This is an optimization exercise on Yosys and OpenROAD, whose aim is small area, a short achievable clock period and few clock cycles per item, not a production implementation. Function was checked by simulation only, so behaviour that the tests miss may differ from the original.

===== flow/config.mk =====
export PLATFORM = sky130hd
export DESIGN_NAME = hue_px
export DESIGN_NICKNAME = hue_px
export VERILOG_FILES = /design/flow/design.v
export SDC_FILE = /design/flow/constraint.sdc
export NUM_CORES = 4
export LEC_CHECK = 0
export CAP_MARGIN = 20
export CORE_MARGIN = 2
export CORE_UTILIZATION = 40
export SLEW_MARGIN = 20

===== flow/constraint.sdc =====
create_clock -name core_clock -period 16.0 [get_ports {clk}]
set_input_delay 3.2000 -clock core_clock [delete_from_list [all_inputs] [get_ports {clk}]]
set_output_delay 3.2000 -clock core_clock [all_outputs]
set_load 0.01 [all_outputs]

===== flow/design.v =====
module hue_px (
    input  wire        clk,
    input  wire        rst,
    input  wire        in_valid,
    output wire        in_ready,
    input  wire [1:0]  in_op,
    input  wire [15:0] in_a,
    input  wire [15:0] in_b,
    input  wire [7:0]  in_c,
    input  wire [15:0] in_hue,
    output wire        out_valid,
    input  wire        out_ready,
    output wire [15:0] out_a,
    output wire [15:0] out_b,
    output wire [7:0]  out_c
);
    localparam NST = 10;                      
    function integer srows(input integer k);
        srows = (k < 2) ? 0 : (k == 2 || k == NST) ? 1 : 2;
    endfunction
    function integer sdone(input integer k);
        integer i;
        begin sdone = 0; for (i = 1; i < k; i = i + 1) sdone = sdone + srows(i); end
    endfunction
    function integer hrows(input integer k);
        hrows = (k < 2) ? 0 : (k == 2) ? 1 : (k <= 7) ? 2 : (k == 8) ? 1 : 0;
    endfunction
    function integer hdone(input integer k);
        integer i;
        begin hdone = 0; for (i = 1; i < k; i = i + 1) hdone = hdone + hrows(i); end
    endfunction
    localparam HPOST = 9;                     
    reg  kv;                                  
    wire en = !kv;
    assign in_ready = en;
    reg        v0;
    reg [1:0]  op0;
    reg [15:0] f1, f2;
    reg [7:0]  f3;
    always @(posedge clk) begin
        if (rst) v0 <= 1'b0;
        else if (en) v0 <= in_valid;
        if (en) begin
            op0 <= in_op;
            f1  <= (in_op == 2'd2) ? in_hue : in_a;
            f2  <= (in_op == 2'd2) ? {in_a[7:0], in_b[7:0]} : in_b;
            f3  <= in_c;
        end
    end
    wire [7:0] pr = (op0 == 2'd2) ? f2[15:8] : f1[7:0];
    wire [7:0] pg = f2[7:0];
    wire [7:0] pb = f3;
    wire r_ge_g = pr >= pg, r_ge_b = pr >= pb, g_ge_b = pg >= pb, b_ge_r = pb >= pr;
    wire mx_r = r_ge_g && r_ge_b;
    wire mx_g = !mx_r && g_ge_b;
    wire [7:0] mx = mx_r ? pr : (g_ge_b ? pg : pb);
    wire [7:0] mn = (!r_ge_g && !r_ge_b) ? pr : (!g_ge_b ? pg : pb);
    wire [7:0] d  = mx - mn;
    reg [1:0] base; reg neg; reg [7:0] e;
    always @(*) begin
        if (mx_r && g_ge_b)  begin base = 2'd0; neg = 1'b0;    e = pg - pb; end
        else if (mx_r)       begin base = 2'd3; neg = 1'b1;    e = pb - pg; end
        else if (mx_g)       begin base = 2'd1; neg = !b_ge_r; e = b_ge_r ? pb - pr : pr - pb; end
        else                 begin base = 2'd2; neg = !r_ge_g; e = r_ge_g ? pr - pg : pg - pr; end
    end
    wire [15:0] hm = (f1 >= 16'd46080) ? f1 - 16'd46080 :
                     (f1 >= 16'd23040) ? f1 - 16'd23040 : f1;
    reg [2:0] sec;
    always @(*) begin
        if      (hm < 16'd3840)  sec = 3'd0;
        else if (hm < 16'd7680)  sec = 3'd1;
        else if (hm < 16'd11520) sec = 3'd2;
        else if (hm < 16'd15360) sec = 3'd3;
        else if (hm < 16'd19200) sec = 3'd4;
        else                     sec = 3'd5;
    end
    wire [15:0] tt = hm - 16'd7680 * {14'b0, sec[2:1]};
    wire [11:0] u  = (tt >= 16'd3840) ? tt - 16'd3840 : 16'd3840 - tt;
    wire        is1 = (op0 == 2'd1);
    wire [23:0] A  = is1 ? f3 * f2 : {16'b0, d};
    genvar k;
    generate for (k = 1; k <= NST; k = k + 1) begin : st
        reg        vv;
        reg [1:0]  opp, hb;
        reg        hg;
        reg [7:0]  smx, srem, hd, hrem;
        reg [15:0] snq;
        reg [3:0]  hn;
        reg [11:0] hq;
        wire       pv;
        wire [1:0] pop;
        if (k == 1) begin : f
            assign pv = v0; assign pop = op0;
        end else begin : n
            assign pv = st[k-1].vv; assign pop = st[k-1].opp;
        end
        wire isdiv = (pop[0] == pop[1]);       
        wire pis1  = pop[0];                    
        reg [1:0]  nhb;
        reg        nhg;
        reg [7:0]  nsmx, nsrem, nhd, nhrem;
        reg [15:0] nsnq;
        reg [3:0]  nhn;
        reg [11:0] nhq;
        if (k == 1) begin : c1
            always @(*) begin
                nsmx = is1 ? f3 : mx; nhd = d; nhrem = e; {nhg, nhb} = isdiv ? {neg, base} : sec;
                nsnq = A[15:0]; nsrem = A[23:16]; nhq = u; nhn = 4'd0;
            end
        end else begin : cd
            wire [7:0]  pmx = st[k-1].smx;
            wire [7:0]  pd  = st[k-1].hd;
            reg [7:0]  sr, hr;
            reg [15:0] sq;
            reg [3:0]  hnb;
            reg [11:0] hqb;
            reg [8:0]  t;
            reg [9:0]  df;
            reg [11:0] e15;
            reg [23:0] ns;
            integer j;
            always @(*) begin
                if (k == 2) begin
                    ns  = {pd, 16'b0} - {16'b0, pd} + {17'b0, pmx[7:1]};    
                    sr  = ns[23:16]; sq = ns[15:0];
                    e15 = {st[k-1].hrem, 4'b0} - {4'b0, st[k-1].hrem};       
                    hr  = e15[11:4]; hnb = e15[3:0]; hqb = 12'd0;
                end else begin
                    ns = 24'd0; e15 = 12'd0;
                    sr = st[k-1].srem; sq = st[k-1].snq;
                    hr = st[k-1].hrem; hnb = st[k-1].hn; hqb = st[k-1].hq;
                end
                for (j = 0; j < srows(k); j = j + 1) begin
                    t  = {sr, sq[15]};
                    df = {1'b0, t} - {2'b0, pmx};
                    sq = {sq[14:0], !df[9]};
                    sr = df[9] ? t[7:0] : df[7:0];
                end
                for (j = 0; j < hrows(k); j = j + 1) begin
                    t   = {hr, hnb[3]};
                    df  = {1'b0, t} - {2'b0, pd};
                    hnb = {hnb[2:0], 1'b0};
                    hqb = {hqb[10:0], !df[9]};
                    hr  = df[9] ? t[7:0] : df[7:0];
                end
            end
            if (k == HPOST) begin : hp
                wire [14:0] b3840 = {st[k-1].hb, 1'b0} * 15'd3840;
                reg [14:0] Q; reg [7:0] R;
                always @(*) begin
                    if (!st[k-1].hg)  begin Q = b3840 + {3'b0, hqb};         R = hr; end
                    else if (hr == 8'd0) begin Q = b3840 - {3'b0, hqb};      R = 8'd0; end
                    else              begin Q = b3840 - {3'b0, hqb} - 15'd1; R = pd - hr; end
                end
                wire        dz = (pd == 8'd0);
                wire [15:0] H  = dz ? 16'd0 : {1'b0, Q} + {15'b0, ({R, 1'b0} >= {1'b0, pd})};
                wire [8:0]  bk = dz ? 9'd0 : ((Q[14:6] > 9'd359) ? 9'd359 : Q[14:6]);
                wire [15:0] hres = pop[0] ? {7'b0, bk} : H;
                always @(*) begin
                    nsmx = pmx;
                    nsrem = isdiv ? sr : st[k-1].srem; nsnq = isdiv ? sq : st[k-1].snq;
                    nhd = pd; nhb = 2'd0; nhg = 1'b0; nhn = 4'd0;
                    nhq = hres[11:0]; nhrem = {4'b0, hres[15:12]};
                end
            end else if (k > HPOST) begin : ha
                always @(*) begin
                    nsmx = pmx;
                    nsrem = isdiv ? sr : st[k-1].srem; nsnq = isdiv ? sq : st[k-1].snq;
                    nhd = pd; nhb = 2'd0; nhg = 1'b0; nhn = 4'd0;
                    nhq = st[k-1].hq; nhrem = st[k-1].hrem;
                end
            end else if (k == 2) begin : c2
                wire [23:0] a2 = {st[k-1].srem, st[k-1].snq};
                wire [35:0] P  = a2 * st[k-1].hq + (pis1 ? 36'd125827199 : 36'd1919);
                wire [23:0] Z  = a2 + 24'd32767;
                wire [16:0] hl2 = Z[23:16] + Z[15:0];
                wire [7:0]  z1 = Z[23:16] + {7'b0, (hl2 >= 17'd65535)};
                wire [7:0]  zc = pis1 ? pmx - z1 : pmx - pd;
                always @(*) begin
                    nsmx = pmx; nhd = pd;
                    if (isdiv) begin
                        nsrem = sr; nsnq = sq; nhrem = hr; nhn = hnb; nhq = hqb;
                        nhb = st[k-1].hb; nhg = st[k-1].hg;
                    end else begin
                        nsnq = P[23:8]; nsrem = P[35:28]; nhn = P[27:24]; nhq = hqb;
                        nhrem = zc; nhb = st[k-1].hb; nhg = st[k-1].hg;
                    end
                end
            end else if (k == 3) begin : c3
                wire [11:0] xhi = {st[k-1].srem, st[k-1].hn};
                wire [16:0] hl  = xhi + st[k-1].snq;
                wire [11:0] Y   = pis1 ? xhi + {11'b0, (hl >= 17'd65535)} : st[k-1].snq[11:0];
                always @(*) begin
                    nsmx = pmx; nhd = pd; nhn = (hdone(k) + hrows(k) >= 4) ? 4'd0 : hnb;
                    nhb = st[k-1].hb; nhg = st[k-1].hg;
                    nhq = hqb;
                    if (isdiv) begin
                        nsrem = sr; nsnq = sq; nhrem = hr;
                    end else begin
                        nsrem = sr; nsnq = {4'b0, Y}; nhrem = st[k-1].hrem;
                    end
                end
            end else if (k == 4) begin : c4
                wire [11:0] Y   = st[k-1].snq[11:0];
                wire [27:0] Yk  = ({16'b0, Y} + 28'd1) * 28'd4369;
                wire [7:0]  bv  = pmx;
                wire [7:0]  z   = st[k-1].hrem;
                wire [7:0]  xch = bv - Yk[23:16];
                reg [7:0] cr, cg, cb;
                always @(*) begin
                    case ({st[k-1].hg, st[k-1].hb})
                        3'd0:    begin cr = bv;  cg = xch; cb = z;   end
                        3'd1:    begin cr = xch; cg = bv;  cb = z;   end
                        3'd2:    begin cr = z;   cg = bv;  cb = xch; end
                        3'd3:    begin cr = z;   cg = xch; cb = bv;  end
                        3'd4:    begin cr = xch; cg = z;   cb = bv;  end
                        default: begin cr = bv;  cg = z;   cb = xch; end
                    endcase
                    nsmx = pmx; nhd = pd; nhn = (hdone(k) + hrows(k) >= 4) ? 4'd0 : hnb; nhrem = hr; nhq = hqb;
                    nhb = st[k-1].hb; nhg = st[k-1].hg;
                    if (isdiv) begin nsrem = sr; nsnq = sq; end
                    else begin nsrem = cb; nsnq = {cr, cg}; end
                end
            end else begin : cn
                always @(*) begin
                    nsmx = pmx; nhd = pd; nhn = (hdone(k) + hrows(k) >= 4) ? 4'd0 : hnb; nhrem = hr; nhq = hqb;
                    nhb = st[k-1].hb; nhg = st[k-1].hg;
                    if (isdiv) begin nsrem = sr; nsnq = sq; end
                    else begin nsrem = st[k-1].srem; nsnq = st[k-1].snq; end
                end
            end
        end
        always @(posedge clk) begin
            if (rst) vv <= 1'b0;
            else if (en) vv <= pv;
            if (en) begin
                opp <= pop; smx <= nsmx; srem <= nsrem; snq <= nsnq;
                hd <= nhd; hrem <= nhrem; hn <= nhn; hq <= nhq; hb <= nhb; hg <= nhg;
            end
        end
    end endgenerate
    wire [1:0]  lop = st[NST].opp;
    wire [15:0] S   = (st[NST].smx == 8'd0) ? 16'd0 : st[NST].snq;
    wire [15:0] hres = {st[NST].hrem[3:0], st[NST].hq};
    reg  [39:0] x;
    always @(*) begin
        case (lop)
            2'd0:    x = {hres, S, st[NST].smx};
            2'd3:    x = {hres, 24'd0};
            default: x = {8'b0, st[NST].snq[15:8], 8'b0, st[NST].snq[7:0], st[NST].srem};
        endcase
    end
    wire xv = st[NST].vv;
    reg        ov;
    reg [39:0] od, kd;
    always @(posedge clk) begin
        if (rst) begin
            ov <= 1'b0;
            kv <= 1'b0;
        end else if (kv) begin
            if (out_ready) kv <= 1'b0;
        end else if (!ov || out_ready) begin
            ov <= xv;
        end else if (xv) begin
            kv <= 1'b1;
        end
        if (kv) begin
            if (out_ready) od <= kd;
        end else if (!ov || out_ready) begin
            od <= x;
        end else begin
            kd <= x;
        end
    end
    assign out_valid = ov;
    assign out_a = od[39:24];
    assign out_b = od[23:8];
    assign out_c = od[7:0];
endmodule

===== flow/run.sh =====
#!/bin/bash
# synth_recipe.tcl (not shown) runs the flow's synth.tcl, then flattens the netlist and writes it again
# the make line also repeats each setting of config.mk as NAME=value (left out here)
make -C /OpenROAD-flow-scripts/flow DESIGN_CONFIG=/design/flow/config.mk WORK_HOME=/design/flow/orfs CLKGATE_MAP_FILE= SYNTH_SCRIPT=/design/flow/synth_recipe.tcl finish

==> flow_metrics.py, run 1 <==
metrics = {
    "outcome": {
        "status": "timing/DRC/antenna clean",
    },
    "drt": {
        "drt-initial-drc-count": 2404,
        "routed_via_density": 5.27,
        "ant_nets": 0,
        "wirelength_um": 140000,
        "first_pass_iters": 7,
        "via_count": 42900,
        "wl_per_cell_um": 17.3,
        "drc": 0,
    },
    "clock_tree": {
        "clk_latency_ps": 710,
        "cts_root_buf": "clkbuf_16",
        "htreeDepth": 3,
        "ctsHoldBuffers": 0,
        "postCtsSetupRepairBufs": 0,
        "clkTransAtPathRegs_ps": 60,
        "clockBufferDepth": 3,
        "cts_resized": 0,
        "cts_buffers": 84,
        "cts_tree": "done",
        "clock_sinks": 725,
    },
    "synthesis": {
        "yosys.area.top_type": "edfxtp_1",
        "yosys-top-cells-count": "712 x edfxtp_1, 695 x inv_1, 676 x nand2_1",
        "ys_ff_latch": 725,
        "yosysMostFrequentCell": "edfxtp_1",
        "muxShareOfSynthArea": 0.0662,
        "netlist_top_cells_area": "edfxtp_1 35%, fa_1 12%, ha_1 12%",
        "ys_warn_count": 1,
        "synth_fa_ha_area_frac": 0.239,
        "yosysTopAreaCellShare": 0.351,
        "avgSynthCellArea_um2": 10.2,
        "synth_edf_count": 712,
        "synthArstFlopShare": 0,
        "syn_area_mm2": 0.0609,
        "synth_top_family_by_area": "adder cells",
        "syn_inst": 5984,
        "synth-simple-area-share": 0.128,
        "seq_area_frac_synth": 0.355,
        "synth_compound_area_frac": 0.111,
        "synth_xor_area_frac": 0.0467,
        "ys.flop_type": "edfxtp_1",
        "synth_cell_types": 94,
        "syn_nets": 6984,
    },
    "cells_and_area": {
        "n_antenna_cell": 0,
        "finalNonFillerCells": 8130,
        "drive_gt1_frac": 0.0782,
        "nNetsFinal": 7030,
        "multi_input_area_mm2": 0.0361,
        "nFillCells": 14200,
        "register_area_mm2": 0.0216,
        "area_growth_pct": 10.2,
    },
    "global_routing": {
        "grt_pass1_wl_um": 230000,
        "grt_pass1_vias": 44100,
        "grt_max_degree": 176,
        "grt.total_usage": 0.181,
        "antenna_found_initial": 0,
        "overflow": 0,
    },
    "sta": {
        "layout_min_cycle_time_ps": 7110,
        "worst_pin_slew_ps": 1090,
        "rsz0062_at_grt": "no",
        "slew_violations": 0,
        "setup_viol": 0,
        "fin_skew_ps": 77.5,
        "hold_viol": 0,
        "timing.fmax_mhz": 141,
        "slew_headroom": 0.271,
        "post-route-period-util": 0.444,
        "setup-tns-final_ps": 0,
    },
    "critical_path": {
        "cp_data_required_time_ps": 16490,
        "startpoint_type": "register",
        "critical_path_class": "register to register",
        "worstPathMaxFanout": 20,
        "arrival_ps": 7600,
        "end_kind": "register",
    },
    "hold_path": {
        "hold_path_class": "register to register",
    },
    "floorplan": {
        "die_width_um": 394,
        "rows": 143,
        "core_mm2": 0.152,
        "io_pins": 104,
        "dieArea_mm2": 0.156,
        "die_h_um": 394,
        "initial_core_util": 0.402,
    },
    "place": {
        "dp_cells": 7974,
        "hpwl_um": 109000,
        "routabilityCongestion": 0.894,
        "io_buffers": 103,
    },
    "run": {
        "max_cap_violations": 0,
    },
}
==> sequential cells by signal (all words and copies together) (netlist names), 20 cells and up <==
signal / cells
st.opp: 20
st.hrem: 68
st.snq: 160
st.hd: 64
st.srem: 80
od: 40
st.smx: 80
st.hq: 84
kd: 40
==> cells in the final DEF, fill, tap and decap left out, types with 15 or more instances in the layout <==
cell type        netlist  layout
a21boi_0              56      56
or3_1                 29      29
a21oi_1              252     252
mux2i_1              124     124
and3_1                30      29
nand2b_1              43      43
and2_1               147     147
o211ai_1              33      33
edfxtp_1             712     712
buf_4                  1      38
a21o_1                57      57
o21bai_1              24      24
o22ai_1               17      17
nor2b_1               91      90
o21ai_0              309     308
clkinv_2               0      16
nor4_1                27      27
inv_1                695     695
clkinv_1               4      16
fa_1                 374     374
nand3_1               69      69
a211oi_1              20      20
xor2_1               120     116
nor3_1                73      73
mux2_2               248     248
xnor2_1              203     199
or2_2                 15      15
clkdlybuf4s50_1        0     103
clkbuf_16              0      84
nor2_1               402     402
nand4_1               25      25
nand2_1              676     676
o31ai_1               32      32
o21a_1                50      50
a22o_1                20      20
a31oi_1               48      48
ha_1                 564     564
==> routing by layer <==
metal  wire length, um  vias up  global-route usage  share of wire
met2             70300      898               0.327           0.50
met5                 0        -                   0              0
met4              4960        0              0.0653          0.035
li1                  -    20900                   -              -
met1             59600    20900               0.221           0.43
met3              5340      259              0.0217          0.038
==> worst max-delay path, stage by stage (launching register included) <==
cell and delay, ps:
edfxtp_1 430, inv_1 90, ha_1 450, mux2i_1 770, inv_1 360, ha_1 430
nand2_1 70, a21boi_0 220, o21ai_0 160, a211o_1 340, o21ai_0 290, nand2_1 500
inv_1 680, o21ai_0 350, ha_1 420, o21ai_0 110, a21oi_1 200, o21ai_0 100
nand2b_1 110, a21o_1 120, a21oi_1 70, or4_1 430, a31oi_1 200
==> cell type report <==
type	count	share of cell area
tap	2030	0.0378
sequential	725	0.322
timing repair buffer	142	0.0199
clock inverter	58	0.0117
clock buffer	98	0.0321
multi-input combinational	4376	0.537
inverter	701	0.0393
==> worst paths after layout <==
| kind | start | to | slack [ps] | cells past startpoint |
|---|---|---|---|---|
| hold / removal | st[4].hq[3] | st[5].hq[5] | 400 | 0 |
| hold reg to reg | st[4].hq[3] | st[5].hq[5] | 400 | 0 |
| setup / recovery | op0[0] | st[1].snq[7] | 8890 | 22 |
| setup reg to reg | op0[0] | st[1].snq[7] | 8890 | 22 |
==> cells by family after synthesis <==
logic type	after synthesis
compound gates	1056
xor+xnor	324
fa+ha+maj	938
buf+inv	883
flops	725
mux	372
simple gates	1686
==> per-stage QoR <==
step	hold WS (ps)	setup slack [ps]	util	instance area, um^2
CTS	397	8880	0.443	67100
floorplan	400	4150	-	60900
detailed placement	405	8990	0.424	64200
global placement	401	9020	0.424	64200
finish	404	8890	0.443	67200
global route	405	8180	0.443	67200
Testbench counts, summed over its fixed seeds: cycles 9,696, items 9,600.
==> run 2, diff against run 1 <==
--- a/flow/config.mk
+++ b/flow/config.mk
@@ -6,4 +6,5 @@
 export NUM_CORES = 4
 export LEC_CHECK = 0
+export ABC_AREA = 1
 export CAP_MARGIN = 20
 export CORE_MARGIN = 2
==> flow_metrics.py, run 2 <==
metrics = {
    "outcome": {
        "status": "timing/DRC/antenna clean",
    },
    "synthesis": {
        "avgSynthCellArea_um2": 8.58,
        "syn_inst": 7189,
        "ys_warn_count": 1,
        "yosysMostFrequentCell": "nand2_1",
        "seq_area_frac_synth": 0.351,
        "synth_edf_count": 712,
        "yosys-top-cells-count": "1,689 x nand2_1, 1,259 x inv_1, 712 x edfxtp_1",
        "ys.flop_type": "edfxtp_1",
        "yosys.area.top_type": "edfxtp_1",
        "synth_cell_types": 63,
        "syn_area_mm2": 0.0617,
        "synthArstFlopShare": 0,
        "syn_nets": 8189,
        "yosysTopAreaCellShare": 0.347,
        "netlist_top_cells_area": "edfxtp_1 35%, fa_1 12%, ha_1 11%",
        "ys_ff_latch": 725,
    },
    "drt": {
        "wirelength_um": 150000,
        "routed-wl-met2_um": 74700,
        "routed.top_layer": "met4",
        "ant_nets": 0,
        "drc": 0,
        "routedLengthMet1_um": 63800,
        "routed_via_density": 5.06,
        "wl_met3_um": 6080,
        "via_count": 47200,
        "drt-initial-drc-count": 2894,
        "first_pass_iters": 7,
        "wl_per_cell_um": 16.0,
    },
    "critical_path": {
        "startpoint_type": "register",
        "r2r-end": "st[2].hrem[6]",
        "worstPathMaxFanout": 14,
        "crit-reg2reg-launch": "st[1].snq[0]",
        "critical_path_class": "register to register",
        "critPathSlowestCell": "edfxtp_1",
        "startpoint": "st[1].snq[0]",
        "cp_data_required_time_ps": 16560,
        "end_kind": "register",
        "r2r_cells": 42,
        "critPathMaxStageDelay_ps": 580,
        "arrival_ps": 7400,
        "cpMostUsedCell": "nor2_1",
        "rrSetupSlack_ps": 9160,
    },
    "cells_and_area": {
        "final_common_cell": "nand2_1",
        "nNetsFinal": 8216,
        "n_antenna_cell": 0,
        "final_cell_mix": "1,689 x nand2_1, 1,259 x inv_1, 712 x edfxtp_1",
        "largestRegisters": "st.snq: 160 flops, st.hq: 84 flops",
        "drive_gt1_frac": 0.0424,
        "multi_input_area_mm2": 0.0344,
        "nFillCells": 14900,
        "largest_reg_flops": 160,
        "register_area_mm2": 0.0216,
        "finalNonFillerCells": 9330,
        "largest-register": "st.snq",
        "area_growth_pct": 9.50,
    },
    "sta": {
        "slew_violations": 0,
        "fin_ws_ps": 9160,
        "slew_headroom": 0.296,
        "layout_min_cycle_time_ps": 6840,
        "setup_viol": 0,
        "setup-tns-final_ps": 0,
        "rsz0062_at_grt": "no",
        "post-route-period-util": 0.428,
        "worst_pin_slew_ps": 1060,
        "fin_skew_ps": 56.0,
        "hold_viol": 0,
        "timing.fmax_mhz": 146,
    },
    "clock_tree": {
        "htreeDepth": 3,
        "clock_sinks": 725,
        "clk_latency_ps": 710,
        "ctsHoldBuffers": 0,
        "clkTransAtPathRegs_ps": 60,
        "cts_buffers": 85,
        "cts_root_buf": "clkbuf_16",
        "clockBufferDepth": 3,
        "postCtsSetupRepairBufs": 0,
        "cts_tree": "done",
        "cts_resized": 0,
    },
    "global_routing": {
        "grt_pass1_vias": 47600,
        "antenna_found_initial": 0,
        "grt_pass1_wl_um": 246000,
        "overflow": 0,
        "grt_max_degree": 163,
        "grt.total_usage": 0.192,
    },
    "hold_path": {
        "hold_path_class": "register to register",
        "holdPathEnd": "st[10].hq[8]",
        "min_from": "st[9].hq[8]",
        "whs_path_depth": 0,
    },
    "floorplan": {
        "core_mm2": 0.154,
        "rows": 144,
        "die_h_um": 397,
        "dieArea_mm2": 0.157,
        "io_pins": 104,
        "die_width_um": 397,
        "initial_core_util": 0.402,
    },
    "place": {
        "io_buffers": 103,
        "dp_cells": 9172,
        "dp_slack_ps": 9230,
        "routabilityCongestion": 0.939,
        "hpwl_um": 118000,
    },
    "run": {
        "max_cap_violations": 0,
    },
}
[run 2: cell count changes after synthesis, sizes merged, moves of 155 or more]
cell,previous run,this run
a21oi,252,407
nand3,69,230
mux2,248,23
nand2,676,1717
o21ai,313,540
inv,697,1275
[run 2: layer usage]
layer | up-vias | GRT usage
li1 | 23500 | -
met1 | 22400 | 0.238
met2 | 1004 | 0.345
met5 | - | 0
met4 | 0 | 0.0671
met3 | 278 | 0.0219
[run 2: metrics by stage]
| stage | util | area, um^2 | hold slack [ps] |
|---|---|---|---|
| after floorplan | - | 61700 | 400 |
| after global placement | 0.422 | 64700 | 401 |
| after detailed placement | 0.422 | 64700 | 405 |
| after CTS | 0.440 | 67500 | 388 |
| after global routing | 0.440 | 67500 | 401 |
| final | 0.440 | 67500 | 394 |
[run 2: area by class of cell]
cell class	instances	share of cell area
timing repair buffer	135	0.0192
sequential	725	0.321
tap	2044	0.0379
inverter	1285	0.0715
multi-input combinational	4984	0.510
clock buffer	102	0.0324
clock inverter	55	0.00843
[run 2: cell families after synthesis]
group / count (synthesis) / share of synthesized area
AND/OR/NAND/NOR: 2524 / 0.168
XOR/XNOR: 274 / 0.0390
adder cells (fa/ha/maj): 938 / 0.236
flip-flops: 725 / 0.351
multiplexers: 27 / 0.00485
AO/OA/AOI/OAI: 1221 / 0.110
buffers and inverters: 1480 / 0.0910
[run 2: worst max path at each step]
stage	to	slack, ps	cells past startpoint
4_1_cts	st[2].hrem[6]	9260	42
3_5_place_dp	st[2].hrem[6]	9230	42
2_1_floorplan	in_ready	4390	2
6_report	st[2].hrem[6]	9160	42
5_1_grt	st[2].hrem[6]	8470	42
3_3_place_gp	st[2].hrem[6]	9340	42
[run 2: worst max-delay path, delay by kind of cell, from the launching register on]
family,cells,cell delay (ps)
and+or+nand+nor,21,2440
adders and majority gates,6,1870
AOI/OAI and AO/OA,7,980
buffers and inverters,7,660
DFF,1,580
xor gates and xnor gates,1,220
==> run 3, diff against run 2 <==
--- a/flow/design.v
+++ b/flow/design.v
@@ -36,6 +36,5 @@
     reg        v0;
     reg [1:0]  op0;
-    reg [15:0] f1, f2;
-    reg [7:0]  f3;
+    reg [7:0]  fr, fg, fc, fy, ft;
     always @(posedge clk) begin
         if (rst) v0 <= 1'b0;
@@ -43,12 +42,14 @@
         if (en) begin
             op0 <= in_op;
-            f1  <= (in_op == 2'd2) ? in_hue : in_a;
-            f2  <= (in_op == 2'd2) ? {in_a[7:0], in_b[7:0]} : in_b;
-            f3  <= in_c;
-        end
-    end
-    wire [7:0] pr = (op0 == 2'd2) ? f2[15:8] : f1[7:0];
-    wire [7:0] pg = f2[7:0];
-    wire [7:0] pb = f3;
+            fr  <= in_a[7:0];
+            fg  <= in_b[7:0];
+            fc  <= in_c;
+            fy  <= (in_op == 2'd2) ? in_hue[15:8] : in_a[15:8];
+            ft  <= (in_op == 2'd2) ? in_hue[7:0]  : in_b[15:8];
+        end
+    end
+    wire [7:0] pr = fr;
+    wire [7:0] pg = fg;
+    wire [7:0] pb = fc;
     wire r_ge_g = pr >= pg, r_ge_b = pr >= pb, g_ge_b = pg >= pb, b_ge_r = pb >= pr;
     wire mx_r = r_ge_g && r_ge_b;
@@ -64,19 +65,30 @@
         else                 begin base = 2'd2; neg = !r_ge_g; e = r_ge_g ? pr - pg : pg - pr; end
     end
-    wire [15:0] hm = (f1 >= 16'd46080) ? f1 - 16'd46080 :
-                     (f1 >= 16'd23040) ? f1 - 16'd23040 : f1;
-    reg [2:0] sec;
+    wire [15:0] hsel = {fy, (op0 == 2'd2) ? ft : fr};
+    reg  [4:0]  hn5;
+    integer q;
     always @(*) begin
-        if      (hm < 16'd3840)  sec = 3'd0;
-        else if (hm < 16'd7680)  sec = 3'd1;
-        else if (hm < 16'd11520) sec = 3'd2;
-        else if (hm < 16'd15360) sec = 3'd3;
-        else if (hm < 16'd19200) sec = 3'd4;
-        else                     sec = 3'd5;
-    end
-    wire [15:0] tt = hm - 16'd7680 * {14'b0, sec[2:1]};
-    wire [11:0] u  = (tt >= 16'd3840) ? tt - 16'd3840 : 16'd3840 - tt;
+        hn5 = 5'd0;
+        for (q = 1; q <= 17; q = q + 1)
+            if (hsel >= q * 3840) hn5 = q;
+    end
+    reg [2:0]  sec;
+    reg [15:0] hlo;
+    always @(*) begin
+        case (hn5)
+            5'd0, 5'd6,  5'd12: sec = 3'd0;
+            5'd1, 5'd7,  5'd13: sec = 3'd1;
+            5'd2, 5'd8,  5'd14: sec = 3'd2;
+            5'd3, 5'd9,  5'd15: sec = 3'd3;
+            5'd4, 5'd10, 5'd16: sec = 3'd4;
+            default:            sec = 3'd5;
+        endcase
+        hlo = hn5 * 16'd3840;
+    end
+    wire [15:0] ofs = hsel - hlo;                  
+    wire [15:0] ofn = (hlo + 16'd3840) - hsel;     
+    wire [11:0] u   = sec[0] ? ofs[11:0] : ofn[11:0];
     wire        is1 = (op0 == 2'd1);
-    wire [23:0] A  = is1 ? f3 * f2 : {16'b0, d};
+    wire [23:0] A   = is1 ? fc * {ft, fg} : {16'b0, d};
     genvar k;
     generate for (k = 1; k <= NST; k = k + 1) begin : st
@@ -88,4 +100,5 @@
         reg [3:0]  hn;
         reg [11:0] hq;
+        reg [9:0]  xa;                          
         wire       pv;
         wire [1:0] pop;
@@ -105,5 +118,5 @@
         if (k == 1) begin : c1
             always @(*) begin
-                nsmx = is1 ? f3 : mx; nhd = d; nhrem = e; {nhg, nhb} = isdiv ? {neg, base} : sec;
+                nsmx = is1 ? fc : mx; nhd = d; nhrem = e; {nhg, nhb} = isdiv ? {neg, base} : sec;
                 nsnq = A[15:0]; nsrem = A[23:16]; nhq = u; nhn = 4'd0;
             end
@@ -172,23 +185,31 @@
             end else if (k == 2) begin : c2
                 wire [23:0] a2 = {st[k-1].srem, st[k-1].snq};
-                wire [35:0] P  = a2 * st[k-1].hq + (pis1 ? 36'd125827199 : 36'd1919);
-                wire [23:0] Z  = a2 + 24'd32767;
-                wire [16:0] hl2 = Z[23:16] + Z[15:0];
-                wire [7:0]  z1 = Z[23:16] + {7'b0, (hl2 >= 17'd65535)};
-                wire [7:0]  zc = pis1 ? pmx - z1 : pmx - pd;
-                always @(*) begin
-                    nsmx = pmx; nhd = pd;
+                wire [11:0] uu = st[k-1].hq;
+                wire [30:0] PL = a2 * uu[5:0] + (pis1 ? 31'd125827199 : 31'd1919);
+                wire [29:0] PH = a2 * uu[11:6];
+                wire [16:0] hl2 = {9'b0, a2[23:16]} + {1'b0, a2[15:0]};
+                wire [7:0]  vz  = pmx - a2[23:16];
+                wire [1:0]  zd  = {1'b0, (hl2 >= 17'd32768)};
+                wire [7:0]  zc  = pis1 ? vz - {6'b0, zd} : pmx - pd;
+                always @(*) begin
+                    nsmx = pmx; nhb = st[k-1].hb; nhg = st[k-1].hg;
                     if (isdiv) begin
-                        nsrem = sr; nsnq = sq; nhrem = hr; nhn = hnb; nhq = hqb;
-                        nhb = st[k-1].hb; nhg = st[k-1].hg;
+                        nsrem = sr; nsnq = sq; nhrem = hr; nhn = hnb; nhq = hqb; nhd = pd;
                     end else begin
-                        nsnq = P[23:8]; nsrem = P[35:28]; nhn = P[27:24]; nhq = hqb;
-                        nhrem = zc; nhb = st[k-1].hb; nhg = st[k-1].hg;
+                        {nsrem, nsnq, nhn} = {PL[30:6], 3'b0};
+                        {nhq, nhd} = PH[29:10];
+                        nhrem = zc;
                     end
                 end
+                always @(posedge clk) if (en) xa <= PH[9:0];
             end else if (k == 3) begin : c3
-                wire [11:0] xhi = {st[k-1].srem, st[k-1].hn};
-                wire [16:0] hl  = xhi + st[k-1].snq;
-                wire [11:0] Y   = pis1 ? xhi + {11'b0, (hl >= 17'd65535)} : st[k-1].snq[11:0];
+                wire [29:0] PH  = {st[k-1].hq, st[k-1].hd, st[k-1].xa};
+                wire [24:0] PLh = {st[k-1].srem, st[k-1].snq, st[k-1].hn[3]};
+                wire [29:0] P6  = PH + {5'b0, PLh};            
+                wire [27:0] X   = P6[29:2];
+                wire [11:0] xhi = X[27:16];
+                wire [16:0] hl  = xhi + X[15:0];
+                wire        cy  = pis1 && (hl >= 17'd65535);
+                wire [11:0] Y   = pis1 ? xhi : X[11:0];
                 always @(*) begin
                     nsmx = pmx; nhd = pd; nhn = (hdone(k) + hrows(k) >= 4) ? 4'd0 : hnb;
@@ -198,13 +219,20 @@
                         nsrem = sr; nsnq = sq; nhrem = hr;
                     end else begin
-                        nsrem = sr; nsnq = {4'b0, Y}; nhrem = st[k-1].hrem;
+                        nsrem = sr; nsnq = {3'b0, cy, Y}; nhrem = st[k-1].hrem;
                     end
                 end
             end else if (k == 4) begin : c4
-                wire [11:0] Y   = st[k-1].snq[11:0];
-                wire [27:0] Yk  = ({16'b0, Y} + 28'd1) * 28'd4369;
+                wire [12:0] Y1  = {1'b0, st[k-1].snq[11:0]} + {12'b0, st[k-1].snq[12]} + 13'd1;
+                wire [28:0] Yk  = Y1 * 16'd4369;
+                always @(*) begin
+                    nsmx = pmx; nhd = pd; nhn = (hdone(k) + hrows(k) >= 4) ? 4'd0 : hnb; nhq = hqb;
+                    nhb = st[k-1].hb; nhg = st[k-1].hg;
+                    if (isdiv) begin nsrem = sr; nsnq = sq; nhrem = hr; end
+                    else begin nsrem = sr; nsnq = {8'b0, Yk[23:16]}; nhrem = st[k-1].hrem; end
+                end
+            end else if (k == 5) begin : c5
                 wire [7:0]  bv  = pmx;
                 wire [7:0]  z   = st[k-1].hrem;
-                wire [7:0]  xch = bv - Yk[23:16];
+                wire [7:0]  xch = bv - st[k-1].snq[7:0];
                 reg [7:0] cr, cg, cb;
                 always @(*) begin
--- a/flow/config.mk
+++ b/flow/config.mk
@@ -6,5 +6,4 @@
 export NUM_CORES = 4
 export LEC_CHECK = 0
-export ABC_AREA = 1
 export CAP_MARGIN = 20
 export CORE_MARGIN = 2
==> flow_metrics.py, run 3 <==
metrics = {
    "outcome": {
        "status": "timing/DRC/antenna clean",
    },
    "global_routing": {
        "grt_pass1_vias": 45100,
        "grt_max_degree": 179,
        "antenna_found_initial": 1,
        "grt.total_usage": 0.185,
        "overflow": 0,
        "grt_pass1_wl_um": 237000,
    },
    "place": {
        "routabilityCongestion": 0.927,
        "dp_cells": 8117,
        "hpwl_um": 111000,
        "io_buffers": 103,
    },
    "drt": {
        "wl_per_cell_um": 17.5,
        "via_count": 44000,
        "drc": 0,
        "wirelength_um": 145000,
        "ant_nets": 0,
        "drt-initial-drc-count": 2618,
        "first_pass_iters": 6,
        "routed_via_density": 5.32,
    },
    "clock_tree": {
        "cts_resized": 0,
        "ctsHoldBuffers": 0,
        "htreeDepth": 3,
        "cts_root_buf": "clkbuf_16",
        "clkTransAtPathRegs_ps": 70,
        "clk_latency_ps": 720,
        "clock_sinks": 744,
        "postCtsSetupRepairBufs": 0,
        "clockBufferDepth": 3,
        "cts_tree": "done",
        "cts_buffers": 88,
    },
    "critical_path": {
        "r2r_cells": 16,
        "worstPathMaxFanout": 24,
        "startpoint_type": "register",
        "critical_path_class": "register to register",
        "end_kind": "register",
        "arrival_ps": 6820,
        "cp_data_required_time_ps": 16410,
    },
    "cells_and_area": {
        "largestRegisters": "st.snq: 160 flops, st.hq: 95 flops",
        "drive_gt1_frac": 0.0804,
        "final_cell_mix": "731 x edfxtp_1, 699 x nand2_1, 680 x inv_1",
        "largest-register": "st.snq",
        "finalNonFillerCells": 8277,
        "final_common_cell": "edfxtp_1",
        "area_growth_pct": 9.99,
        "final_util": 0.443,
        "nNetsFinal": 7152,
        "nFillCells": 14600,
        "largest_reg_flops": 160,
    },
    "run": {
        "max_cap_violations": 0,
    },
    "synthesis": {
        "yosysMostFrequentCell": "edfxtp_1",
        "avgSynthCellArea_um2": 10.1,
        "yosysTopAreaCellShare": 0.354,
        "yosys.area.top_type": "edfxtp_1",
        "synth_cell_types": 105,
        "seq_area_frac_synth": 0.359,
        "ys_ff_latch": 744,
        "syn_inst": 6123,
        "netlist_top_cells_area": "edfxtp_1 35%, ha_1 12%, fa_1 11%",
        "synth_edf_count": 731,
        "synthArstFlopShare": 0,
        "syn_area_mm2": 0.0619,
        "ys.flop_type": "edfxtp_1",
        "syn_nets": 7112,
        "yosys-top-cells-count": "731 x edfxtp_1, 699 x nand2_1, 680 x inv_1",
        "ys_warn_count": 1,
    },
    "sta": {
        "post-route-period-util": 0.401,
        "worst_pin_slew_ps": 1060,
        "layout_min_cycle_time_ps": 6410,
        "hold_viol": 0,
        "fin_skew_ps": 67.3,
        "rsz0062_at_grt": "no",
        "timing.fmax_mhz": 156,
        "slew_headroom": 0.291,
        "setup-tns-final_ps": 0,
        "slew_violations": 0,
        "setup_viol": 0,
        "hold-worst-slack_ps": 393,
    },
    "hold_path": {
        "whs_path_depth": 0,
        "hold_path_class": "register to register",
    },
    "floorplan": {
        "die_h_um": 397,
        "io_pins": 104,
        "rows": 144,
        "die_width_um": 397,
        "core_mm2": 0.154,
        "initial_core_util": 0.403,
        "dieArea_mm2": 0.158,
    },
}
## run 3: changes by cell type after synthesis, moves of 93 or more
cell     previous run  this run
nand2_1          1689       699
xnor2_1            84       209
mux2i_1             4       103
and2_1              3       112
inv_1            1259       680
nor2b_1             0        93
mux2_2             23       243
a21oi_1           404       286
o21ai_0           508       331
nand3_1           222        62
## run 3: critical path: stages (launching register included)
cell and delay (ps):
edfxtp_1 940, nand2_1 170, fa_1 520, inv_1 60, fa_1 500, fa_1 580, fa_1 430, ha_1 370
a21oi_1 160, o21ai_0 210, a211o_1 340, a311oi_1 470, o211ai_1 320, a21o_1 270, a21o_1 200, a2111oi_0 500
a211oi_1 80
## run 3: metal layers
metal  track usage  wire length [um]  vias up
met5             0                 0        -
met4        0.0599              4830        0
met3        0.0255              6080      257
met2         0.335             73100      924
met1         0.225             61200    21400
li1              -                 -    21400
## run 3: per-stage QoR
step | cell area, um^2 | setup slack (ps)
4_1_cts | 68100 | 9630
3_3_place_gp | 65200 | 9860
6_report | 68100 | 9590
5_1_grt | 68100 | 9190
2_1_floorplan | 61900 | 3920
3_5_place_dp | 65200 | 9690
## run 3: cell families after synthesis
logic type	count (synthesis)	share of synthesized area
AND/OR/NAND/NOR	1715	0.129
flip-flops	744	0.359
XOR/XNOR	326	0.0464
adder cells (fa/ha/maj)	930	0.228
multiplexers	346	0.0608
buffers and inverters	876	0.0534
AO/OA/AOI/OAI	1186	0.124
## run 3: final cells by class
type,instances,area [um^2],share of cell area
inverters,688,2590,0.0380
flip-flops and latches,744,22200,0.326
multi-input cells,4503,36500,0.536
clock inverters,56,701,0.0103
diodes,2,5.00,0.0000735
well taps,2044,2560,0.0375
repair buffers,138,1320,0.0194
clock buffers,102,2250,0.0331
## run 3: worst paths after layout
path	from	to	slack, ps
setup / recovery	st[1].hq[3]	st[2].srem[4]	9590
hold / removal	st[5].hg	st[6].hg	390
setup reg to reg	st[1].hq[3]	st[2].srem[4]	9590
hold reg to reg	st[5].hg	st[6].hg	390
Testbench counts of run 3, summed over its fixed seeds: cycles 9,696, items 9,600.
==> run 4, diff against run 3 <==
--- a/flow/config.mk
+++ b/flow/config.mk
@@ -6,4 +6,5 @@
 export NUM_CORES = 4
 export LEC_CHECK = 0
+export ABC_AREA = 1
 export CAP_MARGIN = 20
 export CORE_MARGIN = 2
==> flow_metrics.py, run 4 <==
metrics = {
    "clock_tree": {
        "ctsHoldBuffers": 0,
        "cts_resized": 0,
        "postCtsSetupRepairBufs": 0,
        "cts_tree": "done",
        "clkTransAtPathRegs_ps": 60,
        "clk_latency_ps": 720,
        "clock_sinks": 744,
        "cts_buffers": 86,
        "cts_root_buf": "clkbuf_16",
        "htreeDepth": 3,
        "clockBufferDepth": 3,
    },
    "sta": {
        "slew_headroom": 0.255,
        "rsz0062_at_grt": "no",
        "timing.fmax_mhz": 163,
        "setup-tns-final_ps": 0,
        "worst_pin_slew_ps": 1120,
        "setup_viol": 0,
        "slew_violations": 0,
        "fin_skew_ps": 43.2,
        "hold_viol": 0,
        "post-route-period-util": 0.384,
        "layout_min_cycle_time_ps": 6140,
    },
    "critical_path": {
        "cpLargestDelayFamily": "buffers and inverters",
        "worstPathMaxFanout": 99,
        "critPathBufInv": 3,
        "critPathMaxStageDelay_ps": 1060,
        "crit_chain": "buf_4 > inv_8 > clkdlybuf4s50_1",
        "critPathSlowestCell": "clkdlybuf4s50_1",
        "startpoint_type": "register",
        "critical_path_class": "register to output port",
        "cp_data_required_time_ps": 12800,
        "end_kind": "output port",
        "arrival_ps": 2940,
    },
    "synthesis": {
        "synth_cell_types": 66,
        "yosys-top-cells-count": "1,754 x nand2_1, 1,228 x inv_1, 731 x edfxtp_1",
        "synthArstFlopShare": 0,
        "ys_ff_latch": 744,
        "synth_edf_count": 731,
        "yosysMostFrequentCell": "nand2_1",
        "netlist_top_cells_area": "edfxtp_1 35%, ha_1 12%, fa_1 11%",
        "yosys.area.top_type": "edfxtp_1",
        "ys_warn_count": 1,
        "avgSynthCellArea_um2": 8.54,
        "syn_area_mm2": 0.0620,
        "seq_area_frac_synth": 0.358,
        "syn_inst": 7260,
        "ys.flop_type": "edfxtp_1",
        "syn_nets": 8249,
        "yosysTopAreaCellShare": 0.354,
    },
    "global_routing": {
        "gr-usage-met3": 0.0284,
        "overflow": 0,
        "busiest_layer": "met2",
        "grt_pass1_vias": 48200,
        "antenna_found_initial": 0,
        "gr-usage-met2": 0.356,
        "grt_max_degree": 142,
        "grt_pass1_wl_um": 255000,
        "use_met1": 0.248,
        "grt.total_usage": 0.201,
    },
    "cells_and_area": {
        "final_common_cell": "nand2_1",
        "nFillCells": 15100,
        "n_antenna_cell": 0,
        "register_area_mm2": 0.0222,
        "final_util": 0.441,
        "final_cell_mix": "1,754 x nand2_1, 1,227 x inv_1, 731 x edfxtp_1",
        "largest-register": "st.snq",
        "nNetsFinal": 8282,
        "finish.instance_area_mm2": 0.0680,
        "area_growth_pct": 9.65,
        "largestRegisters": "st.snq: 160 flops, st.hq: 95 flops",
        "drive_gt1_frac": 0.0379,
        "multi_input_area_mm2": 0.0344,
        "largest_reg_flops": 160,
    },
    "floorplan": {
        "die_width_um": 398,
        "dieArea_mm2": 0.158,
        "die_h_um": 398,
        "initial_core_util": 0.403,
        "rows": 144,
        "io_pins": 104,
        "core_mm2": 0.154,
    },
    "place": {
        "io_buffers": 103,
        "place_area_mm2": 0.0652,
        "hpwl_um": 124000,
        "routabilityCongestion": 0.930,
    },
    "drt": {
        "wirelength_um": 158000,
        "drt-initial-drc-count": 3118,
        "ant_nets": 0,
        "wl_per_cell_um": 16.8,
        "drc": 0,
        "via_count": 48200,
        "first_pass_iters": 6,
        "routed_via_density": 5.13,
    },
    "outcome": {
        "status": "timing/DRC/antenna clean",
    },
    "run": {
        "max_cap_violations": 0,
    },
    "hold_path": {
        "hold_path_class": "register to register",
    },
}
[run 4: cell count changes after synthesis, moves of 108 or more]
cell,before,now
nand2_1,699,1754
inv_1,680,1228
mux2_2,243,17
a21oi_1,286,478
nand3_1,62,222
o21ai_0,331,471
xnor2_1,209,95
and2_1,112,4
[run 4: final cells by class]
| cell class | count | share of cell area |
|---|---|---|
| clock inverter | 57 | 0.00916 |
| tap | 2044 | 0.0376 |
| inverter | 1244 | 0.0688 |
| multi-input combinational | 5086 | 0.506 |
| clock buffer | 99 | 0.0327 |
| timing repair buffer | 131 | 0.0187 |
| sequential | 744 | 0.327 |
[run 4: final timing paths]
check | from | to | slack (ps) | cells past startpoint
max | kv | in_ready | 9860 | 3
min | st[6].hq[6] | st[7].hq[8] | 410 | 0
max reg2reg | fc[4] | st[1].srem[5] | 10250 | 18
min reg2reg | st[6].hq[6] | st[7].hq[8] | 410 | 0
[run 4: cells by family after synthesis]
kind of cell,Yosys count,share of synthesized area
DFF,744,0.358
xor gates and xnor gates,271,0.0384
AOI/OAI and AO/OA,1290,0.116
adders and majority gates,927,0.227
buffers and inverters,1430,0.0870
muxes,18,0.00325
and+or+nand+nor,2580,0.170
[run 4: per-layer routing]
| layer | vias up | wire length [um] |
|---|---|---|
| met5 | - | 0 |
| met4 | 0 | 5860 |
| met3 | 293 | 6930 |
| met2 | 1055 | 78100 |
| met1 | 23000 | 66800 |
| li1 | 23900 | - |
[run 4: per-stage QoR]
stage	hold slack (ps)	instances	worst slack, ps
3_3_place_gp	400	9248	10420
4_1_cts	410	9405	9660
3_5_place_dp	405	9249	10330
5_1_grt	420	9405	9520
2_1_floorplan	400	7260	4160
6_report	412	9405	9860
==> run 5, diff against run 4 <==
--- a/flow/design.v
+++ b/flow/design.v
@@ -31,7 +31,7 @@
     endfunction
     localparam HPOST = 9;                     
-    reg  kv;                                  
+    reg  kv, rdy;                             
     wire en = !kv;
-    assign in_ready = en;
+    assign in_ready = rdy;                
     reg        v0;
     reg [1:0]  op0;
@@ -282,14 +282,19 @@
     reg        ov;
     reg [39:0] od, kd;
+    reg        kv_n;
+    always @(*) begin
+        if (kv)                    kv_n = !out_ready;
+        else if (!ov || out_ready) kv_n = 1'b0;
+        else                       kv_n = xv;
+    end
     always @(posedge clk) begin
         if (rst) begin
-            ov <= 1'b0;
-            kv <= 1'b0;
-        end else if (kv) begin
-            if (out_ready) kv <= 1'b0;
-        end else if (!ov || out_ready) begin
-            ov <= xv;
-        end else if (xv) begin
-            kv <= 1'b1;
+            ov  <= 1'b0;
+            kv  <= 1'b0;
+            rdy <= 1'b1;
+        end else begin
+            kv  <= kv_n;
+            rdy <= !kv_n;
+            if (!kv && (!ov || out_ready)) ov <= xv;
         end
         if (kv) begin
==> flow_metrics.py, run 5 <==
metrics = {
    "critical_path": {
        "startpoint_type": "register",
        "critPathMaxStageDelay_ps": 870,
        "arrival_ps": 6180,
        "cp_data_required_time_ps": 16440,
        "end_kind": "register",
        "worstPathMaxFanout": 20,
        "critical_path_class": "register to register",
        "crit_chain": "nand2_1 > fa_1 > fa_1 > inv_1 > fa_1 > fa_1 > ha_1 > nand2_1 > o21ai_0 > nor2_1 > o21ai_0 > a31oi_1 > o21ai_0 > a21oi_1 > o21bai_1 > nand2_1 > nand2_1 > nor2_1",
        "critPathSlowestCell": "edfxtp_1",
    },
    "sta": {
        "fin_skew_ps": 32.4,
        "slew_headroom": 0.259,
        "rsz0062_at_grt": "no",
        "slew_violations": 0,
        "post-route-period-util": 0.358,
        "hold_viol": 0,
        "layout_min_cycle_time_ps": 5740,
        "setup-tns-final_ps": 0,
        "fin_ws_ps": 10260,
        "setup_viol": 0,
        "worst_pin_slew_ps": 1110,
        "timing.fmax_mhz": 174,
    },
    "clock_tree": {
        "htreeDepth": 3,
        "clkTransAtPathRegs_ps": 60,
        "clk_latency_ps": 700,
        "ctsHoldBuffers": 0,
        "postCtsSetupRepairBufs": 0,
        "cts_resized": 0,
        "cts_buffers": 84,
        "cts_tree": "done",
        "cts_root_buf": "clkbuf_16",
        "clockBufferDepth": 3,
        "clock_sinks": 745,
    },
    "place": {
        "io_buffers": 103,
        "place_area_mm2": 0.0652,
        "dp_slack_ps": 10350,
        "hpwl_um": 123000,
        "routabilityCongestion": 0.944,
    },
    "synthesis": {
        "ys_ff_latch": 745,
        "avgSynthCellArea_um2": 8.54,
        "syn_inst": 7273,
        "yosysMostFrequentCell": "nand2_1",
        "seq_area_frac_synth": 0.358,
        "yosys.area.top_type": "edfxtp_1",
        "yosysTopAreaCellShare": 0.353,
        "synthArstFlopShare": 0,
        "syn_area_mm2": 0.0621,
        "netlist_top_cells_area": "edfxtp_1 35%, ha_1 12%, fa_1 11%",
        "ys_warn_count": 1,
        "ys.flop_type": "edfxtp_1",
        "synth_edf_count": 731,
        "syn_nets": 8262,
        "yosys-top-cells-count": "1,715 x nand2_1, 1,226 x inv_1, 731 x edfxtp_1",
        "synth_cell_types": 68,
    },
    "cells_and_area": {
        "largest_reg_flops": 160,
        "area_growth_pct": 9.70,
        "finish.instance_area_mm2": 0.0681,
        "nFillCells": 15000,
        "drive_gt1_frac": 0.0391,
        "final_common_cell": "nand2_1",
        "largest-register": "st.snq",
        "final_cell_mix": "1,715 x nand2_1, 1,226 x inv_1, 731 x edfxtp_1",
        "final_util": 0.442,
        "largestRegisters": "st.snq: 160 flops, st.hq: 95 flops",
        "nNetsFinal": 8297,
    },
    "floorplan": {
        "rows": 144,
        "die_h_um": 398,
        "dieArea_mm2": 0.158,
        "die_width_um": 398,
        "io_pins": 104,
        "initial_core_util": 0.403,
        "core_mm2": 0.154,
    },
    "drt": {
        "first_pass_iters": 6,
        "drc": 0,
        "drt-initial-drc-count": 2979,
        "wl_per_cell_um": 16.5,
        "routed_via_density": 5.12,
        "ant_nets": 0,
        "via_count": 48200,
        "wirelength_um": 156000,
    },
    "hold_path": {
        "hold_path_class": "register to register",
    },
    "global_routing": {
        "grt_max_degree": 122,
        "overflow": 0,
        "antenna_found_initial": 1,
        "grt_pass1_wl_um": 254000,
        "grt_pass1_vias": 48600,
        "grt.total_usage": 0.199,
    },
    "run": {
        "max_cap_violations": 0,
    },
    "outcome": {
        "status": "timing/DRC/antenna clean",
    },
}
-- run 5: cell families after synthesis --
| group | synth area share |
|---|---|
| AO/OA/AOI/OAI | 0.117 |
| flip-flops | 0.358 |
| adder cells (fa/ha/maj) | 0.227 |
| multiplexers | 0.00342 |
| AND/OR/NAND/NOR | 0.171 |
| buffers and inverters | 0.0868 |
| XOR/XNOR | 0.0374 |
-- run 5: layer usage --
layer,global-route usage,vias up,share of wire
met2,0.358,1080,0.50
met5,0,-,0
met3,0.0256,284,0.043
li1,-,23900,-
met1,0.245,22900,0.42
met4,0.0645,0,0.032
-- run 5: metrics by stage --
step	hold WS, ps	std cells
after global placement	401	9264
after detailed placement	405	9265
final	409	9419
after global routing	419	9418
after CTS	407	9417
after floorplan	400	7273
-- run 5: worst max-delay path: cells and delay by family (launching register included) --
family	cells	cell delay, ps
adders and majority gates	5	2460
AOI/OAI and AO/OA	6	1540
DFF	1	870
and+or+nand+nor	6	570
buffers and inverters	1	60
-- run 5: path summary, 6_finish.rpt --
| path | cells after the start | start | to | slack (ps) |
|---|---|---|---|---|
| setup / recovery | 18 | fc[7] | st[1].srem[5] | 10260 |
| hold / removal | 0 | st[3].hq[0] | st[4].hq[2] | 410 |
| setup reg to reg | 18 | fc[7] | st[1].srem[5] | 10260 |
| hold reg to reg | 0 | st[3].hq[0] | st[4].hq[2] | 410 |
-- run 5: final cells by class --
class	count	area, um^2	share of cell area
Sequential cell	745	22200	0.326
Clock buffer	97	2190	0.0322
Multi-Input combinational cell	5099	34500	0.506
Tap cell	2044	2560	0.0375
Timing Repair Buffer	134	1290	0.0189
Inverter	1244	4680	0.0687
Clock inverter	55	677	0.00994
Antenna cell	1	2.50	0.0000367
Testbench counts of run 5, summed over its fixed seeds: cycles 9,696, items 9,600.
==> run 6, diff against run 5 <==
--- a/flow/config.mk
+++ b/flow/config.mk
@@ -9,4 +9,4 @@
 export CAP_MARGIN = 20
 export CORE_MARGIN = 2
-export CORE_UTILIZATION = 40
+export CORE_UTILIZATION = 65
 export SLEW_MARGIN = 20
==> flow_metrics.py, run 6 <==
metrics = {
    "outcome": {
        "status": "timing/DRC/antenna clean",
    },
    "synthesis": {
        "synth_edf_count": 731,
        "synth_cell_types": 68,
        "seq_area_frac_synth": 0.358,
        "yosysMostFrequentCell": "nand2_1",
        "syn_nets": 8262,
        "yosysTopAreaCellShare": 0.353,
        "yosys.area.top_type": "edfxtp_1",
        "syn_area_mm2": 0.0621,
        "ys_warn_count": 1,
        "yosys-top-cells-count": "1,715 x nand2_1, 1,226 x inv_1, 731 x edfxtp_1",
        "avgSynthCellArea_um2": 8.54,
        "synthArstFlopShare": 0,
        "netlist_top_cells_area": "edfxtp_1 35%, ha_1 12%, fa_1 11%",
        "ys.flop_type": "edfxtp_1",
        "syn_inst": 7273,
        "ys_ff_latch": 745,
    },
    "critical_path": {
        "cp_data_required_time_ps": 16400,
        "critPathMaxStageDelay_ps": 900,
        "arrival_ps": 5980,
        "cpLargestDelayFamily": "adder cells",
        "r2r_cells": 18,
        "startpoint_type": "register",
        "critical_path_class": "register to register",
        "crit_chain": "nand2_1 > fa_1 > fa_1 > inv_1 > fa_1 > fa_1 > ha_1 > nand2_1 > o21ai_0 > nor2_1 > o21ai_0 > a31oi_1 > o21ai_0 > a21oi_1 > o21bai_1 > nand2_1 > nand2_1 > nor2_1",
        "end_kind": "register",
        "worstPathMaxFanout": 21,
        "rrSetupSlack_ps": 10420,
        "r2r-end": "st[1].srem[5]",
        "critPathBufInv": 1,
        "crit-reg2reg-launch": "fc[4]",
        "critPathSlowestCell": "edfxtp_1",
    },
    "cells_and_area": {
        "finish.instance_area_mm2": 0.0670,
        "area_growth_pct": 7.91,
        "final_cell_mix": "1,715 x nand2_1, 1,226 x inv_1, 731 x edfxtp_1",
        "nNetsFinal": 8290,
        "largest_reg_flops": 160,
        "largest-register": "st.snq",
        "n_antenna_cell": 0,
        "final_common_cell": "nand2_1",
        "drive_gt1_frac": 0.0385,
        "largestRegisters": "st.snq: 160 flops, st.hq: 95 flops",
        "nFillCells": 7473,
        "finalNonFillerCells": 8633,
    },
    "clock_tree": {
        "clk_latency_ps": 660,
        "clockBufferDepth": 3,
        "cts_root_buf": "clkbuf_16",
        "htreeDepth": 3,
        "clock_sinks": 745,
        "clkTransAtPathRegs_ps": 60,
        "postCtsSetupRepairBufs": 0,
        "ctsHoldBuffers": 0,
        "cts_resized": 0,
        "cts_buffers": 84,
        "cts_tree": "done",
    },
    "global_routing": {
        "overflow": 0,
        "grt_max_degree": 186,
        "grt_pass1_vias": 49100,
        "grt.total_usage": 0.314,
        "antenna_found_initial": 2,
        "grt_pass1_wl_um": 248000,
    },
    "drt": {
        "drt-initial-drc-count": 3964,
        "routed.top_layer": "met4",
        "wirelength_um": 152000,
        "routed_via_density": 5.71,
        "routedLengthMet1_um": 61100,
        "wl_per_cell_um": 17.6,
        "wl_met3_um": 8590,
        "routed-wl-met2_um": 75200,
        "drc": 0,
        "via_count": 49300,
        "ant_nets": 0,
        "first_pass_iters": 6,
    },
    "hold_path": {
        "hold_path_class": "register to register",
        "whs_path_depth": 0,
        "min_from": "st[5].hq[5]",
        "holdPathEnd": "st[6].hq[7]",
    },
    "floorplan": {
        "die_width_um": 313,
        "dieArea_mm2": 0.0980,
        "rows": 113,
        "initial_core_util": 0.655,
        "die_h_um": 313,
        "core_mm2": 0.0949,
        "io_pins": 104,
    },
    "sta": {
        "fin_skew_ps": 16.8,
        "slew_violations": 0,
        "setup_viol": 0,
        "slew_headroom": 0.295,
        "layout_min_cycle_time_ps": 5580,
        "hold_viol": 0,
        "worst_pin_slew_ps": 1040,
        "rsz0062_at_grt": "no",
        "setup-tns-final_ps": 0,
        "timing.fmax_mhz": 179,
        "hold-worst-slack_ps": 414,
        "post-route-period-util": 0.349,
    },
    "run": {
        "max_cap_violations": 0,
    },
    "place": {
        "dp_cells": 8479,
        "place_area_mm2": 0.0642,
        "io_buffers": 103,
        "hpwl_um": 120000,
        "routabilityCongestion": 0.988,
    },
}
## run 6: cell count changes in the layout (fill, tap and decap cells not counted), sizes merged
cell	change
buf	-7
bufinv	-4
clkbuf	+3
clkinv	+1
clkinvlp	+1
diode	-1
## run 6: area by class of cell
class	count	area, um^2	share of cell area
sequential	745	22200	0.332
clock buffer	100	2210	0.0330
inverter	1244	4680	0.0698
clock inverter	53	559	0.00835
timing repair buffer	127	1250	0.0186
multi-input combinational	5099	34500	0.515
tap	1265	1580	0.0236
## run 6: worst register-to-register path: cells and delay by family, from the launching register on
family          cells  cell delay (ps)
fa+ha+maj           5             2400
buf+inv             1               60
compound gates      6             1400
flops               1              900
simple gates        6              570
## run 6: metrics by stage
stage | util | worst slack (ps)
after floorplan | - | 6620
after global placement | 0.677 | 10570
after detailed placement | 0.677 | 10500
after CTS | 0.706 | 10470
after global routing | 0.706 | 10020
final | 0.706 | 10420
## run 6: per-layer routing
metal | vias up | track usage
li1 | 23900 | -
met1 | 23400 | 0.389
met2 | 1563 | 0.555
met3 | 431 | 0.0357
met4 | 0 | 0.140
met5 | - | 0
## run 6: worst max path at each step
stage          cells past startpoint   startpoint             to
2_1_floorplan                      2           kv          fc[0]
3_3_place_gp                      18        fc[7]  st[1].srem[5]
3_5_place_dp                      17  st[1].hq[5]  st[2].snq[14]
4_1_cts                           17  st[1].hq[5]  st[2].snq[14]
5_1_grt                           18        fc[6]  st[1].srem[5]
6_report                          18        fc[4]  st[1].srem[5]
## run 6: cell families (layout without fill, tap and decap cells)
kind of cell,count (synthesis),in the layout,synth area share
and+or+nand+nor,2590,2590,0.171
buffers and inverters,1429,1524,0.0868
AOI/OAI and AO/OA,1299,1299,0.117
adders and majority gates,927,927,0.227
DFF,745,745,0.358
xor gates and xnor gates,264,264,0.0374
muxes,19,19,0.00342
==> run 7, diff against run 6 <==
--- a/flow/config.mk
+++ b/flow/config.mk
@@ -10,3 +10,4 @@
 export CORE_MARGIN = 2
 export CORE_UTILIZATION = 65
+export CTS_BUF_LIST = sky130_fd_sc_hd__clkbuf_4 sky130_fd_sc_hd__clkbuf_8
 export SLEW_MARGIN = 20
==> flow_metrics.py, run 7 <==
metrics = {
    "synthesis": {
        "seq_area_frac_synth": 0.358,
        "yosys.area.top_type": "edfxtp_1",
        "yosysMostFrequentCell": "nand2_1",
        "synth_edf_count": 731,
        "syn_area_mm2": 0.0621,
        "avgSynthCellArea_um2": 8.54,
        "ys_warn_count": 1,
        "synthArstFlopShare": 0,
        "ys.flop_type": "edfxtp_1",
        "syn_nets": 8262,
        "syn_inst": 7273,
        "netlist_top_cells_area": "edfxtp_1 35%, ha_1 12%, fa_1 11%",
        "ys_ff_latch": 745,
        "yosysTopAreaCellShare": 0.353,
    },
    "critical_path": {
        "critical_path_class": "register to register",
        "cpLargestDelayFamily": "adder cells",
        "crit-reg2reg-launch": "fc[7]",
        "startpoint_type": "register",
        "r2r_cells": 18,
        "arrival_ps": 6120,
        "r2r-end": "st[1].srem[5]",
        "worstPathMaxFanout": 20,
        "critPathSlowestCell": "edfxtp_1",
        "crit_chain": "nand2_1 > fa_1 > fa_1 > inv_1 > fa_1 > fa_1 > ha_1 > nand2_1 > o21ai_0 > nor2_1 > o21ai_0 > a31oi_1 > o21ai_0 > a21oi_1 > o21bai_1 > nand2_1 > nand2_1 > nor2_1",
    },
    "sta": {
        "worst_pin_slew_ps": 1060,
        "setup-tns-final_ps": 0,
        "layout_min_cycle_time_ps": 5600,
        "slew_headroom": 0.296,
        "hold_viol": 0,
        "fin_ws_ps": 10400,
        "setup_viol": 0,
        "rsz0062_at_grt": "no",
    },
    "clock_tree": {
        "cts_root_buf": "clkbuf_8",
        "cts_resized": 0,
        "clk_latency_ps": 800,
        "postCtsSetupRepairBufs": 0,
        "ctsHoldBuffers": 0,
        "cts_tree": "done",
        "clock_sinks": 745,
        "htreeDepth": 3,
        "clockBufferDepth": 3,
        "clkTransAtPathRegs_ps": 70,
    },
    "floorplan": {
        "rows": 113,
        "core_mm2": 0.0949,
        "dieArea_mm2": 0.0980,
        "die_h_um": 313,
    },
    "cells_and_area": {
        "final_util": 0.705,
        "final_cell_mix": "1,715 x nand2_1, 1,226 x inv_1, 731 x edfxtp_1",
        "area_growth_pct": 7.65,
        "nNetsFinal": 8327,
        "nFillCells": 7553,
    },
    "global_routing": {
        "grt.total_usage": 0.315,
        "antenna_found_initial": 3,
        "overflow": 0,
        "grt_pass1_vias": 49400,
    },
    "hold_path": {
        "whs_path_depth": 0,
        "holdPathEnd": "st[8].hq[3]",
        "hold_path_class": "register to register",
        "min_from": "st[7].hq[2]",
    },
    "place": {
        "io_buffers": 103,
    },
    "drt": {
        "drt-initial-drc-count": 3910,
        "via_count": 49400,
        "ant_nets": 0,
        "first_pass_iters": 6,
        "wirelength_um": 153000,
        "routed_via_density": 5.67,
        "drc": 0,
    },
    "outcome": {
        "status": "timing/DRC/antenna clean",
    },
}
==> run 7: cell counts after synthesis <==
Identical to the previous run, type by type.
==> run 7: metrics by stage <==
step / instance area, um^2 / cells
floorplan: 62100 / 7273
global placement: 64200 / 8479
detailed placement: 64200 / 8479
CTS: 66800 / 8703
global route: 66900 / 8705
finish: 66900 / 8705
==> run 7: cell families (layout without fill, tap and decap cells) <==
| family | count (synthesis) | count (layout) | synth area share |
|---|---|---|---|
| buffers and inverters | 1429 | 1595 | 0.0868 |
| flip-flops | 745 | 745 | 0.358 |
| AND/OR/NAND/NOR | 2590 | 2590 | 0.171 |
| adder cells (fa/ha/maj) | 927 | 927 | 0.227 |
| XOR/XNOR | 264 | 264 | 0.0374 |
| AO/OA/AOI/OAI | 1299 | 1299 | 0.117 |
| multiplexers | 19 | 19 | 0.00342 |
| other | 0 | 1 | 0 |
==> run 7: layout make-up <==
class	instances	area share
Inverter	1244	0.0700
Clock inverter	51	0.00775
Timing Repair Buffer	127	0.0187
Sequential cell	745	0.333
Multi-Input combinational cell	5099	0.516
Clock buffer	173	0.0312
Antenna cell	1	0.0000374
Tap cell	1265	0.0237
==> run 7: worst max path at each step <==
| stage | to | cells after the start |
|---|---|---|
| floorplan | fc[0] | 2 |
| global placement | st[1].srem[5] | 18 |
| detailed placement | st[2].snq[14] | 17 |
| CTS | st[4].snq[6] | 28 |
| global route | st[1].srem[5] | 18 |
| finish | st[1].srem[5] | 18 |
==> run 7: layer usage <==
| metal | part of all wire | global-route usage | up-vias | wire (um) |
|---|---|---|---|---|
| met5 | 0 | 0 | - | 0 |
| met2 | 0.49 | 0.554 | 1583 | 75200 |
| li1 | - | - | 24000 | - |
| met4 | 0.048 | 0.144 | 0 | 7350 |
| met3 | 0.058 | 0.0372 | 434 | 8920 |
| met1 | 0.40 | 0.389 | 23300 | 61100 |

## port drivers added, routing unchanged
Ports are ideal in the flow. The routed layouts listed here were re-timed in OpenROAD.
Step 1 (the two cells are an assumption about what drives the block):
set clk [get_ports {clk}]
set_driving_cell -lib_cell sky130_fd_sc_hd__clkbuf_16 $clk
set_driving_cell -lib_cell sky130_fd_sc_hd__buf_2 [delete_from_list [all_inputs] $clk]
Step 2 times the ports against the registers' clock, not the clock port: input delays grow and output delays shrink by t, the midpoint of the rising clock arrivals with the driver on.
a / b / c = no drivers / after step 1 / after step 2; a / b = the first two.
run	t, ns	setup slack, ns	latest minus earliest clock arrival (ns)	slew at the worst register clock pin (ns)	worst slew at a driven data input, ns
run 1	0.744	8.892 / 8.892 / 8.892	0.081 / 0.081	0.07 / 0.07	0.04
run 2	0.762	9.160 / 9.160 / 9.160	0.063 / 0.063	0.08 / 0.08	0.06
run 3	0.760	9.589 / 9.589 / 9.589	0.068 / 0.069	0.07 / 0.07	0.04
run 4	0.774	9.860 / 9.782 / 10.255	0.047 / 0.047	0.07 / 0.07	0.04
run 5	0.757	10.264 / 10.264 / 10.264	0.039 / 0.038	0.07 / 0.07	0.06
run 6	0.728	10.418 / 10.418 / 10.418	0.017 / 0.017	0.07 / 0.07	0.05
run 7	0.853	10.405 / 10.405 / 10.405	0.042 / 0.042	0.07 / 0.07	0.05
After both steps every run listed still meets setup and hold.
